Source: an optimization exercise on an open RTL-to-GDS flow (aim: small area, a short achievable clock period and few clock cycles). Production flows keep margins and buffers that such runs may drop.
Only simulation tests tie the RTL to the original design; equivalence was not proved.
The clock port is modelled as an ideal driver; clocking choices that lean on that would not hold on a real chip.
Power is estimated from default activity; no workload was simulated.

Setup of job 463:
// cc1_codec
module cc1_codec (
    input  wire        clk,
    input  wire        rst,           
    input  wire        cmd_valid,
    input  wire [31:0] cmd,
    output wire        ready,
    input  wire [7:0]  buf_we,
    input  wire [63:0] buf_wdata,
    input  wire [8:0]  arg_we,
    input  wire [71:0] arg_wdata,
    output wire [63:0] buf_q,
    output wire [71:0] arg_q,
    output wire [71:0] out_q,
    output wire [7:0]  res,
    output wire [7:0]  status
);
Size in the first run: about 1,900 cells after synthesis, ~410 I/O pins, roughly 17,000 sq um of cells after synthesis.
Settings: LEC_CHECK=0, CAP_MARGIN=20, CORE_MARGIN=2, CORE_UTILIZATION=40, PLACE_DENSITY=0.6, SLEW_MARGIN=20; clock period 10.0 ns.
standard.sh (not shown) runs the stock make flow with config.mk's settings and CLKGATE_MAP_FILE= SYNTH_SCRIPT=/design/flow/synth_recipe.tcl, a recipe that flattens the netlist after the stock synthesis.
==> flow/flow/run.sh <==
#!/bin/bash
# ORFS layout via the standard.sh, in stages:
#  - port buffers from sky130_fd_sc_hd__buf_1 instead of the default cell;
#  - synthesis, floorplan and placement with the default setup margin;
#  - CTS and global routing with timing repair aiming for the setup margin in
#    flow/margin.txt, followed by a power (area) recovery pass after CTS
#    (flow/post_cts.tcl).
# Each make invocation logs to its own file here; ORFS keeps per-step logs
# under orfs/logs.
set -euo pipefail
export BUFFER_PORTS_ARGS="-buffer_cell sky130_fd_sc_hd__buf_1"
bash standard.sh synth > make_synth.log 2>&1
bash standard.sh floorplan > make_floorplan.log 2>&1
bash standard.sh place > make_place.log 2>&1
export SETUP_SLACK_MARGIN=$(cat flow/margin.txt)
export POST_CTS_TCL=$PWD/flow/post_cts.tcl
bash standard.sh > make_finish.log 2>&1
==> flow/flow/margin.txt <==
6.5
==> flow/flow/post_cts.tcl <==
# Area recovery after CTS timing repair: downsize cells off the critical
# paths while keeping the setup margin that the repair aimed for.
estimate_parasitics -placement
repair_timing -recover_power 100 -setup_margin $::env(SETUP_SLACK_MARGIN) -verbose
detailed_placement
check_placement -verbose
report_design_area
Testbench counts of job 463, summed over its fixed seeds: cycles 27,999.
diff inputs: job 463 => job 1343
--- a/flow/design.v
+++ b/flow/design.v
@@ -483,35 +483,33 @@
               && (buf_r[5] != 8'h00) && (buf_r[5] <= 8'd200)
               && (dr_al != 6'd0) && (dr_al != 6'h3F);
     wire fr_a  = chk_a && crc_ok;
     wire fr_p  = chk_p && crc_ok;
     wire fr_r  = chk_r && crc_ok;
     wire fr_ok = vA ? fr_a : vP ? fr_p : fr_r;
     wire go       = cmd_valid;
     wire enc_ok   = go && is_enc && len7_ok && !(ck && !len8_ok);
     wire dec_go   = go && is_dec;
     wire dec_ok   = dec_go && len8_ok && fr_ok;
     wire make_go  = go && is_make;
-    wire wr_p  = vP && (make_go || (dec_go && len8_ok && fr_p));
-    wire wr_r  = vR && (make_go || (dec_go && len8_ok && fr_r));
+    wire wr_a  = (make_go || dec_ok) && vA;
+    wire wr_p  = (make_go || dec_ok) && vP;
+    wire wr_r  = (make_go || dec_ok) && vR;
     wire hc_a  = (make_go || dec_go) && vA;
     wire hc_p  = (make_go || dec_go) && vP;
     wire hc_r  = (make_go || dec_go) && vR;
     wire [7:0] hc1_n = make_go ? arg_r[0] : dec_ok ? buf_r[1] : 8'hFF;
     wire [7:0] hc2_n = make_go ? arg_r[1] : dec_ok ? buf_r[2] : 8'hFF;
     wire [7:0] sel_hc1 = vA ? a_hc1 : vP ? p_hc1 : r_hc1;
     wire [7:0] sel_hc2 = vA ? a_hc2 : vP ? p_hc2 : r_hc2;
-    wire       val_a = (a_hc1 != 8'hFF) && (a_hc2 != 8'hFF);
-    wire       val_p = (p_hc1 != 8'hFF) && (p_hc2 != 8'hFF);
-    wire       val_r = (r_hc1 != 8'hFF) && (r_hc2 != 8'hFF);
-    wire       sel_valid = vA ? val_a : vP ? val_p : val_r;
+    wire       sel_valid = (sel_hc1 != 8'hFF) && (sel_hc2 != 8'hFF);
     reg [7:0] res_n;
     always @(*) begin
         res_n = 8'h00;
         if (is_crc)
             res_n = (len7_ok && buf_r[0] != 8'h00) ? buf_crc : 8'h00;
         else if (is_make)
             res_n = {7'd0, mk_valid};
         else if (is_enc)
             res_n = !enc_ok ? 8'h00 : ck ? 8'h08 : 8'h07;
         else if (is_dec)
             res_n = dec_ok ? 8'h08 : 8'h00;
Notes after the runs:
All of job 1343 and job 463 finish clean.
In job 1343, the final total power came out 0.067 mW above the value in job 463.
Any difference in sequential cell count between job 463 and job 1343 is small enough to ignore.
Job 1343: first-iteration DRC count is 8.7% lower than what job 463 reported.
nor2b_1 as the library cell contributing the largest single delay on the critical path was reported by job 463, and or4_4 by job 1343.
Detailed-routed wire length on met2 of job 1343 exceeds that of job 463 slightly.
Summary: with job 463 as the reference, multi-input combinational cell count in job 1343 moved up slightly.
Testbench counts of job 1343, summed over its fixed seeds: cycles 27,999.

========
Setup of job 105:
cc1_codec with an RTL version that a note above also has.
Size: roughly 1900 cells after synthesis, roughly 270 flip-flops, roughly 410 I/O pins, about 0.017 sq mm of cells after synthesis.
==> flow/config.mk <==
export PLATFORM = sky130hd
export DESIGN_NAME = cc1_codec
export DESIGN_NICKNAME = cc1_codec
export VERILOG_FILES = /design/flow/design.v
export SDC_FILE = /design/flow/constraint.sdc
export NUM_CORES = 4
export LEC_CHECK = 0
export CAP_MARGIN = 20
export CORE_MARGIN = 2
export CORE_UTILIZATION = 40
export PLACE_DENSITY = 0.6
export SLEW_MARGIN = 20
export TNS_END_PERCENT = 0
==> flow/constraint.sdc <==
create_clock -name core_clock -period 10.0 [get_ports {clk}]
set_input_delay 2.0000 -clock core_clock [delete_from_list [all_inputs] [get_ports {clk}]]
set_output_delay 2.0000 -clock core_clock [all_outputs]
set_load 0.01 [all_outputs]
==> flow/flow/run.sh <==
#!/bin/bash
# ORFS layout via the standard.sh, in stages:
#  - port buffers from sky130_fd_sc_hd__buf_1 instead of the default cell;
#  - synthesis, floorplan and placement with the default setup margin;
set -euo pipefail
export BUFFER_PORTS_ARGS="-buffer_cell sky130_fd_sc_hd__buf_1"
bash standard.sh synth > make_synth.log 2>&1
bash standard.sh floorplan > make_floorplan.log 2>&1
bash standard.sh place > make_place.log 2>&1
export SETUP_SLACK_MARGIN=$(cat flow/margin.txt)
bash standard.sh > make_finish.log 2>&1
Scripts as last shown in full above: flow/flow/margin.txt
Job 105 reached the end of the flow, and the finished layout is clean on the timing, design-rule and antenna checks.
Testbench counts of job 105, summed over its fixed seeds: cycles 27,999.
--- input diff job 105..job 104 ---
--- a/flow/design.v
+++ b/flow/design.v
@@ -488,23 +488,25 @@
     wire fr_ok = vA ? fr_a : vP ? fr_p : fr_r;
     wire go       = cmd_valid;
     wire enc_ok   = go && is_enc && len7_ok && !(ck && !len8_ok);
     wire dec_go   = go && is_dec;
     wire dec_ok   = dec_go && len8_ok && fr_ok;
     wire make_go  = go && is_make;
-    wire wr_a  = (make_go || dec_ok) && vA;
-    wire wr_p  = (make_go || dec_ok) && vP;
-    wire wr_r  = (make_go || dec_ok) && vR;
+    wire wr_p  = vP && (make_go || (dec_go && len8_ok && fr_p));
+    wire wr_r  = vR && (make_go || (dec_go && len8_ok && fr_r));
     wire hc_a  = (make_go || dec_go) && vA;
     wire hc_p  = (make_go || dec_go) && vP;
     wire hc_r  = (make_go || dec_go) && vR;
     wire [7:0] hc1_n = make_go ? arg_r[0] : dec_ok ? buf_r[1] : 8'hFF;
     wire [7:0] hc2_n = make_go ? arg_r[1] : dec_ok ? buf_r[2] : 8'hFF;
     wire [7:0] sel_hc1 = vA ? a_hc1 : vP ? p_hc1 : r_hc1;
     wire [7:0] sel_hc2 = vA ? a_hc2 : vP ? p_hc2 : r_hc2;
-    wire       sel_valid = (sel_hc1 != 8'hFF) && (sel_hc2 != 8'hFF);
+    wire       val_a = (a_hc1 != 8'hFF) && (a_hc2 != 8'hFF);
+    wire       val_p = (p_hc1 != 8'hFF) && (p_hc2 != 8'hFF);
+    wire       val_r = (r_hc1 != 8'hFF) && (r_hc2 != 8'hFF);
+    wire       sel_valid = vA ? val_a : vP ? val_p : val_r;
     reg [7:0] res_n;
     always @(*) begin
         res_n = 8'h00;
         if (is_crc)
             res_n = (len7_ok && buf_r[0] != 8'h00) ? buf_crc : 8'h00;
         else if (is_make)
==> comparison <==
Wire length ends up lower on job 104. Job 104 against job 105; overall die area is up slightly. Final period demand of the worst path in job 104 vs job 105: down 0.036 ns. Worst hold slack essentially unchanged between job 105 and job 104. Lower power density relative to cell area was reported by job 104, not job 105. Relative to job 105, the wire length per cell measured on job 104 has increased slightly. Cmp job 105 and job 104 / final-layout clock buffer total / lower: job 104. On met1 demand-to-capacity share in global routing: between job 105 and job 104, it ends up higher for job 104. Internal power contribution shrinks by a few percent when moving from job 105 to job 104. Taking job 105 as the reference, in job 104 multiplexer fraction of the synthesized cell area moved up, number of multi-input combinational cells in the layout moved down.
Testbench counts of job 104, summed over its fixed seeds: cycles 27,999.

## re-timing with driven ports
How much do the figures lean on ideal ports? The routed layouts below were timed once more, with nothing changed but the port constraints. Step 1 (the two cells are an assumption about what drives the block):
set clk [get_ports {clk}]
set_driving_cell -lib_cell sky130_fd_sc_hd__clkbuf_16 $clk
set_driving_cell -lib_cell sky130_fd_sc_hd__buf_2 [delete_from_list [all_inputs] $clk]
Step 2 adds t to the input delays and takes it off the output delays; t is the mean of the earliest and latest rising clock arrival at the registers after step 1. Input paths then give back, and output paths get back, about the clock's delay inside the block. Slacks: ideal / step 1 / step 2; pairs: ideal / step 1.
run | t, ns | setup slack, ns | latest minus earliest clock arrival (ns) | worst slew at a driven data input, ns
job 463 | 0.641 | 5.790 / 5.812 / 5.172 | 0.011 / 0.011 | 0.07
job 1343 | 0.603 | 6.018 / 6.049 / 5.446 | 0.028 / 0.028 | 0.08
job 105 | 0.601 | 6.040 / 6.070 / 5.468 | 0.025 / 0.025 | 0.08
job 104 | 0.638 | 6.076 / 6.104 / 5.466 | 0.014 / 0.014 | 0.07
After both steps setup and hold are still met in every run listed. For job 463, which loses most, drivers alone change the setup slack by +0.022 ns; drivers and shift together by -0.618 ns.
